Background: an optimization exercise with open tools, aiming at small area and few clock cycles. Do not read the settings as production practice.
In this exercise RTL edits were held to simulation tests only and were not proved equivalent to the original.
Power and IR drop assume default switching activity.

## pepper
// crush_fp
module crush_fp (
    input  wire        clk,
    input  wire        rst,
    input  wire        rx_valid,
    input  wire [7:0]  rx_data,
    output wire        rx_ready,
    output wire        tx_valid,
    output wire [7:0]  tx_data,
    input  wire        tx_ready,
    input  wire        ind_valid,
    input  wire [31:0] ind_addr,
    input  wire [2:0]  ind_len,
    input  wire [31:0] ind_data,
    output wire        ind_ready,
    output wire        mem_valid,
    output wire [1:0]  mem_op,        
    output wire [31:0] mem_addr,
    output wire [7:0]  mem_wdata,
    input  wire        mem_ready,
    input  wire [15:0] mem_rdata,
    output reg  [2:0]  status
);
==> flow/config.mk <==
export PLATFORM = sky130hd
export DESIGN_NAME = crush_fp
export DESIGN_NICKNAME = crush_fp
export VERILOG_FILES = /design/flow/design.v
export SDC_FILE = /design/flow/constraint.sdc
export NUM_CORES = 4
export LEC_CHECK = 0
export CAP_MARGIN = 20
export CORE_MARGIN = 2
export CORE_UTILIZATION = 60
export SLEW_MARGIN = 20
==> flow/constraint.sdc <==
create_clock -name core_clock -period 10.0 [get_ports {clk}]
set_input_delay 2.0000 -clock core_clock [delete_from_list [all_inputs] [get_ports {clk}]]
set_output_delay 2.0000 -clock core_clock [all_outputs]
set_load 0.01 [all_outputs]
standard.sh (not shown) runs the stock make flow with config.mk's settings and CLKGATE_MAP_FILE= SYNTH_SCRIPT=/design/flow/synth_recipe.tcl, a recipe that flattens the netlist after the stock synthesis.
==> flow/flow/run.sh <==
#!/bin/bash
# The standard layout (standard.sh) with two changes: each port gets the
# smallest buffer (buf_1), and the clock tree uses clkbuf_8 clusters of up to
# 14 sinks without dummy loads. The make output goes to standard.log; ORFS
# keeps each step's log under orfs/logs/.
set -euo pipefail
export BUFFER_PORTS_ARGS="-buffer_cell sky130_fd_sc_hd__buf_1"
export CTS_ARGS="-sink_clustering_enable -repair_clock_nets -dont_use_dummy_load -buf_list sky130_fd_sc_hd__clkbuf_4 -sink_clustering_size 8 -sink_clustering_max_diameter 40"
bash standard.sh > standard.log 2>&1
Testbench counts of pepper, summed over its fixed seeds: cycles 44,314.
> inputs changed (pepper -> xenon)
==> flow/flow/run.sh <==
#!/bin/bash
# The standard layout (standard.sh) with two changes: each port gets the
# smallest buffer (buf_1), and the clock tree uses clkbuf_8 clusters of up to
# 14 sinks without dummy loads. The make output goes to standard.log; ORFS
# keeps each step's log under orfs/logs/.
set -euo pipefail
export BUFFER_PORTS_ARGS="-buffer_cell sky130_fd_sc_hd__buf_1"
export CTS_ARGS="-sink_clustering_enable -repair_clock_nets -dont_use_dummy_load -buf_list sky130_fd_sc_hd__clkbuf_8 -sink_clustering_size 14 -sink_clustering_max_diameter 60"
bash standard.sh > standard.log 2>&1
-- flow/config.mk --
<<< pepper, line 8
export CAP_MARGIN = 20
export CORE_MARGIN = 2
export CORE_UTILIZATION = 60
export SLEW_MARGIN = 20
>>> xenon, line 8
export CAP_MARGIN = 20
export CORE_MARGIN = 2
export CORE_UTILIZATION = 40
export SLEW_MARGIN = 20
## What came out
Compared with pepper, xenon shows shortest clock period the worst path allows after layout higher by 0.10 ns. The run showing the greater layout overhead on the synthesized area is xenon. Sort xenon and pepper by worst max-slew margin expressed relative to the limit, descending, and xenon comes first. xenon vs pepper: number of buffers inserted during clock tree synthesis down by more than a quarter. In the metrics for xenon and pepper, the one carrying the higher aggregate routed wire length is xenon. Against pepper, the final cell area of xenon is higher. Cmp xenon vs pepper: global-route met1 utilization lower in xenon. Changes observed in xenon relative to pepper: number of signal-net buffers in the layout went up, part of the power in combinational logic did not really move, count of mapped cells out of synthesis did not really move.
The inputs of onyx differ from those of xenon as listed below.
==> flow/flow/run.sh <==
#!/bin/bash
# The standard layout (standard.sh) with two changes: each port gets the
# smallest buffer (buf_1), and the clock tree uses clkbuf_8 clusters of up to
# 14 sinks without dummy loads. The make output goes to standard.log; ORFS
# keeps each step's log under orfs/logs/.
set -euo pipefail
export BUFFER_PORTS_ARGS="-buffer_cell sky130_fd_sc_hd__buf_1"
export CTS_ARGS="-sink_clustering_enable -repair_clock_nets -dont_use_dummy_load -buf_list sky130_fd_sc_hd__clkbuf_4 -sink_clustering_size 10 -sink_clustering_max_diameter 50"
bash standard.sh > standard.log 2>&1
-- flow/config.mk --
<<< xenon, line 8
export CAP_MARGIN = 20
export CORE_MARGIN = 2
export CORE_UTILIZATION = 40
export SLEW_MARGIN = 20
>>> onyx, line 8
export CAP_MARGIN = 20
export CORE_MARGIN = 2
export CORE_UTILIZATION = 60
export SLEW_MARGIN = 20
==> run notes <==
onyx finished all stages; the layout is clean.
Against xenon, onyx comes in 2.2 points lower on fraction of the cycle the final worst path needs.
| worst-case hold slack | onyx vs xenon | better |
Clock-net power was lower in the run labelled onyx.
Global-route met1 utilization: onyx > xenon
~same area of the multi-input gates in onyx and xenon
[onyx vs xenon] setup slack: higher in onyx
Per the comparison of onyx with xenon, area growth from synthesis to layout dropped 2.6 points, total power draw dropped 4.1%, clock share of power dropped 2.7 points.
### onyx -> juniper
==> flow/run.sh (new file) <==
#!/bin/bash
# synth_recipe.tcl (not shown) runs the flow's synth.tcl, then flattens the netlist and writes it again
# the make line also repeats each setting of config.mk as NAME=value (left out here)
make -C /OpenROAD-flow-scripts/flow DESIGN_CONFIG=/design/flow/config.mk WORK_HOME=/design/flow/orfs CLKGATE_MAP_FILE= SYNTH_SCRIPT=/design/flow/synth_recipe.tcl finish
-- flow/config.mk --
<<< onyx, line 9
export CORE_MARGIN = 2
export CORE_UTILIZATION = 60
export SLEW_MARGIN = 20
>>> juniper, line 9
export CORE_MARGIN = 2
export CORE_UTILIZATION = 60
export CTS_BUF_LIST = sky130_fd_sc_hd__clkbuf_16
export CTS_CLUSTER_DIAMETER = 100
export CTS_CLUSTER_SIZE = 22
export SLEW_MARGIN = 20
removed: flow/flow/run.sh
removed: flow/standard.sh
## What came out
Looking at synthesis-to-finish area growth, juniper sits 3.7 points above onyx. In the tables for juniper and onyx, non-clock buffer instance count of the final layout reads higher with juniper. onyx -> juniper: routed wire length flat. | combinational cell power | lower: onyx |. Comparing juniper and onyx, the lower power density relative to cell area is on onyx. juniper vs onyx on overall power consumption: juniper is the higher one. juniper -> onyx: synthesized cell count delta 0, exact match.
Inputs modified between juniper and amber:
==> flow/flow/run.sh (new file) <==
#!/bin/bash
# The standard layout (standard.sh) with two changes: each port gets the
# smallest buffer (buf_1), and the clock tree uses clkbuf_8 clusters of up to
# 14 sinks without dummy loads. The make output goes to standard.log; ORFS
# keeps each step's log under orfs/logs/.
set -euo pipefail
export BUFFER_PORTS_ARGS="-buffer_cell sky130_fd_sc_hd__buf_1"
export CTS_ARGS="-sink_clustering_enable -repair_clock_nets -dont_use_dummy_load -buf_list sky130_fd_sc_hd__clkbuf_8 -sink_clustering_size 14 -sink_clustering_max_diameter 60"
bash standard.sh > standard.log 2>&1
==> flow/standard.sh (new file) <==
#!/bin/bash
# synth_recipe.tcl (not shown) runs the flow's synth.tcl, then flattens the netlist and writes it again
# the make line also repeats each setting of config.mk as NAME=value (left out here)
make -C /OpenROAD-flow-scripts/flow DESIGN_CONFIG=/design/flow/config.mk WORK_HOME=/design/flow/orfs CLKGATE_MAP_FILE= SYNTH_SCRIPT=/design/flow/synth_recipe.tcl "${@:-finish}"
-- flow/config.mk --
<<< juniper, line 9
export CORE_MARGIN = 2
export CORE_UTILIZATION = 60
export CTS_BUF_LIST = sky130_fd_sc_hd__clkbuf_16
export CTS_CLUSTER_DIAMETER = 100
export CTS_CLUSTER_SIZE = 22
export SLEW_MARGIN = 20
>>> amber, line 9
export CORE_MARGIN = 2
export CORE_UTILIZATION = 60
export SLEW_MARGIN = 20
removed: flow/run.sh
--- outcome ---
Summary of amber over juniper: final clock period utilization by the worst path went down 4.0 points, final setup slack of the worst path increased by 0.40 ns relative to the old numbers, worst hold slack went down 0.0070 ns, worst slew margin relative to its limit decreased by 0.97 points relative to the old numbers.


== old ==
Another version of the RTL of crush_fp (not shown whole).
For scale: about 860 flip-flops, about 34000 µm² of cells after synthesis.
export LEC_CHECK = 0
export CAP_MARGIN = 20
export CORE_MARGIN = 2
export CORE_UTILIZATION = 40
export SLEW_MARGIN = 20
create_clock -name core_clock -period 10.0 [get_ports {clk}]
==> flow/flow/run.sh <==
#!/bin/bash
# The standard layout (standard.sh), with smaller port buffers and a clock
# tree built from smaller buffers without dummy loads.
set -euo pipefail
export BUFFER_PORTS_ARGS="-buffer_cell sky130_fd_sc_hd__buf_1"
export CTS_ARGS="-sink_clustering_enable -repair_clock_nets -dont_use_dummy_load -buf_list sky130_fd_sc_hd__clkbuf_16 -sink_clustering_size 24 -sink_clustering_max_diameter 80"
bash standard.sh > standard.log 2>&1
Testbench counts of old, summed over its fixed seeds: cycles 44,711.
Modified inputs, new compared to old
==> flow/flow/run.sh <==
#!/bin/bash
# The standard layout (standard.sh), with smaller port buffers and a clock
# tree built from smaller buffers without dummy loads.
set -euo pipefail
export BUFFER_PORTS_ARGS="-buffer_cell sky130_fd_sc_hd__buf_1"
export CTS_ARGS="-sink_clustering_enable -repair_clock_nets -dont_use_dummy_load -buf_list sky130_fd_sc_hd__clkbuf_8 -sink_clustering_size 14 -sink_clustering_max_diameter 60"
bash standard.sh > standard.log 2>&1
Notes after the runs:
Changes observed in new relative to old: number of unique standard cell types used by synthesis essentially unchanged, power share of the combinational group saw little to no change, routed via count divided by cell count shows no meaningful change, average routed wire per standard cell flat, routed wire length rose 0.97%.
new: full flow OK, the timing, design-rule and antenna checks passed
Compared with old, in new global-route wire length before repair higher; post-route worst setup slack shows a reduction of 0.093 ns.

==> what the ideal ports hide <==
In the flow no input, the clock included, has a driving cell. The finished layouts below were timed again as built, in two steps. Step 1, drivers: a clkbuf_16 drives clk and a buf_2 each remaining input, both assumed. Step 2 also shifts input and output timing later by t, the mid clock arrival at the registers, as if the neighbouring blocks saw the same clock. Slacks: ideal ports / drivers / drivers and shift; pairs: ideal ports / drivers.
run	shift t [ns]	setup WS [ns]	worst setup path after step 2	slew at the worst register clock pin (ns)	worst slew at a driven data input, ns
pepper	1.028	1.824 / 1.757 / 2.063	input to register	0.10 / 0.10	0.09
xenon	0.775	1.723 / 1.656 / 2.090	input to register	0.10 / 0.10	0.09
onyx	0.968	1.944 / 1.874 / 2.080	input to register	0.12 / 0.12	0.08
juniper	0.697	1.713 / 1.646 / 1.642	input to register	0.10 / 0.10	0.05
amber	0.753	2.117 / 2.045 / 2.075	input to register	0.10 / 0.10	0.09
old	0.660	2.278 / 2.213 / 2.610	input to register	0.10 / 0.10	0.13
new	0.715	2.185 / 2.125 / 2.644	input to register	0.09 / 0.09	0.13
After both steps every run listed still meets setup and hold. For juniper, which loses most, drivers alone change the setup slack by -0.067 ns; drivers and shift together by -0.071 ns.
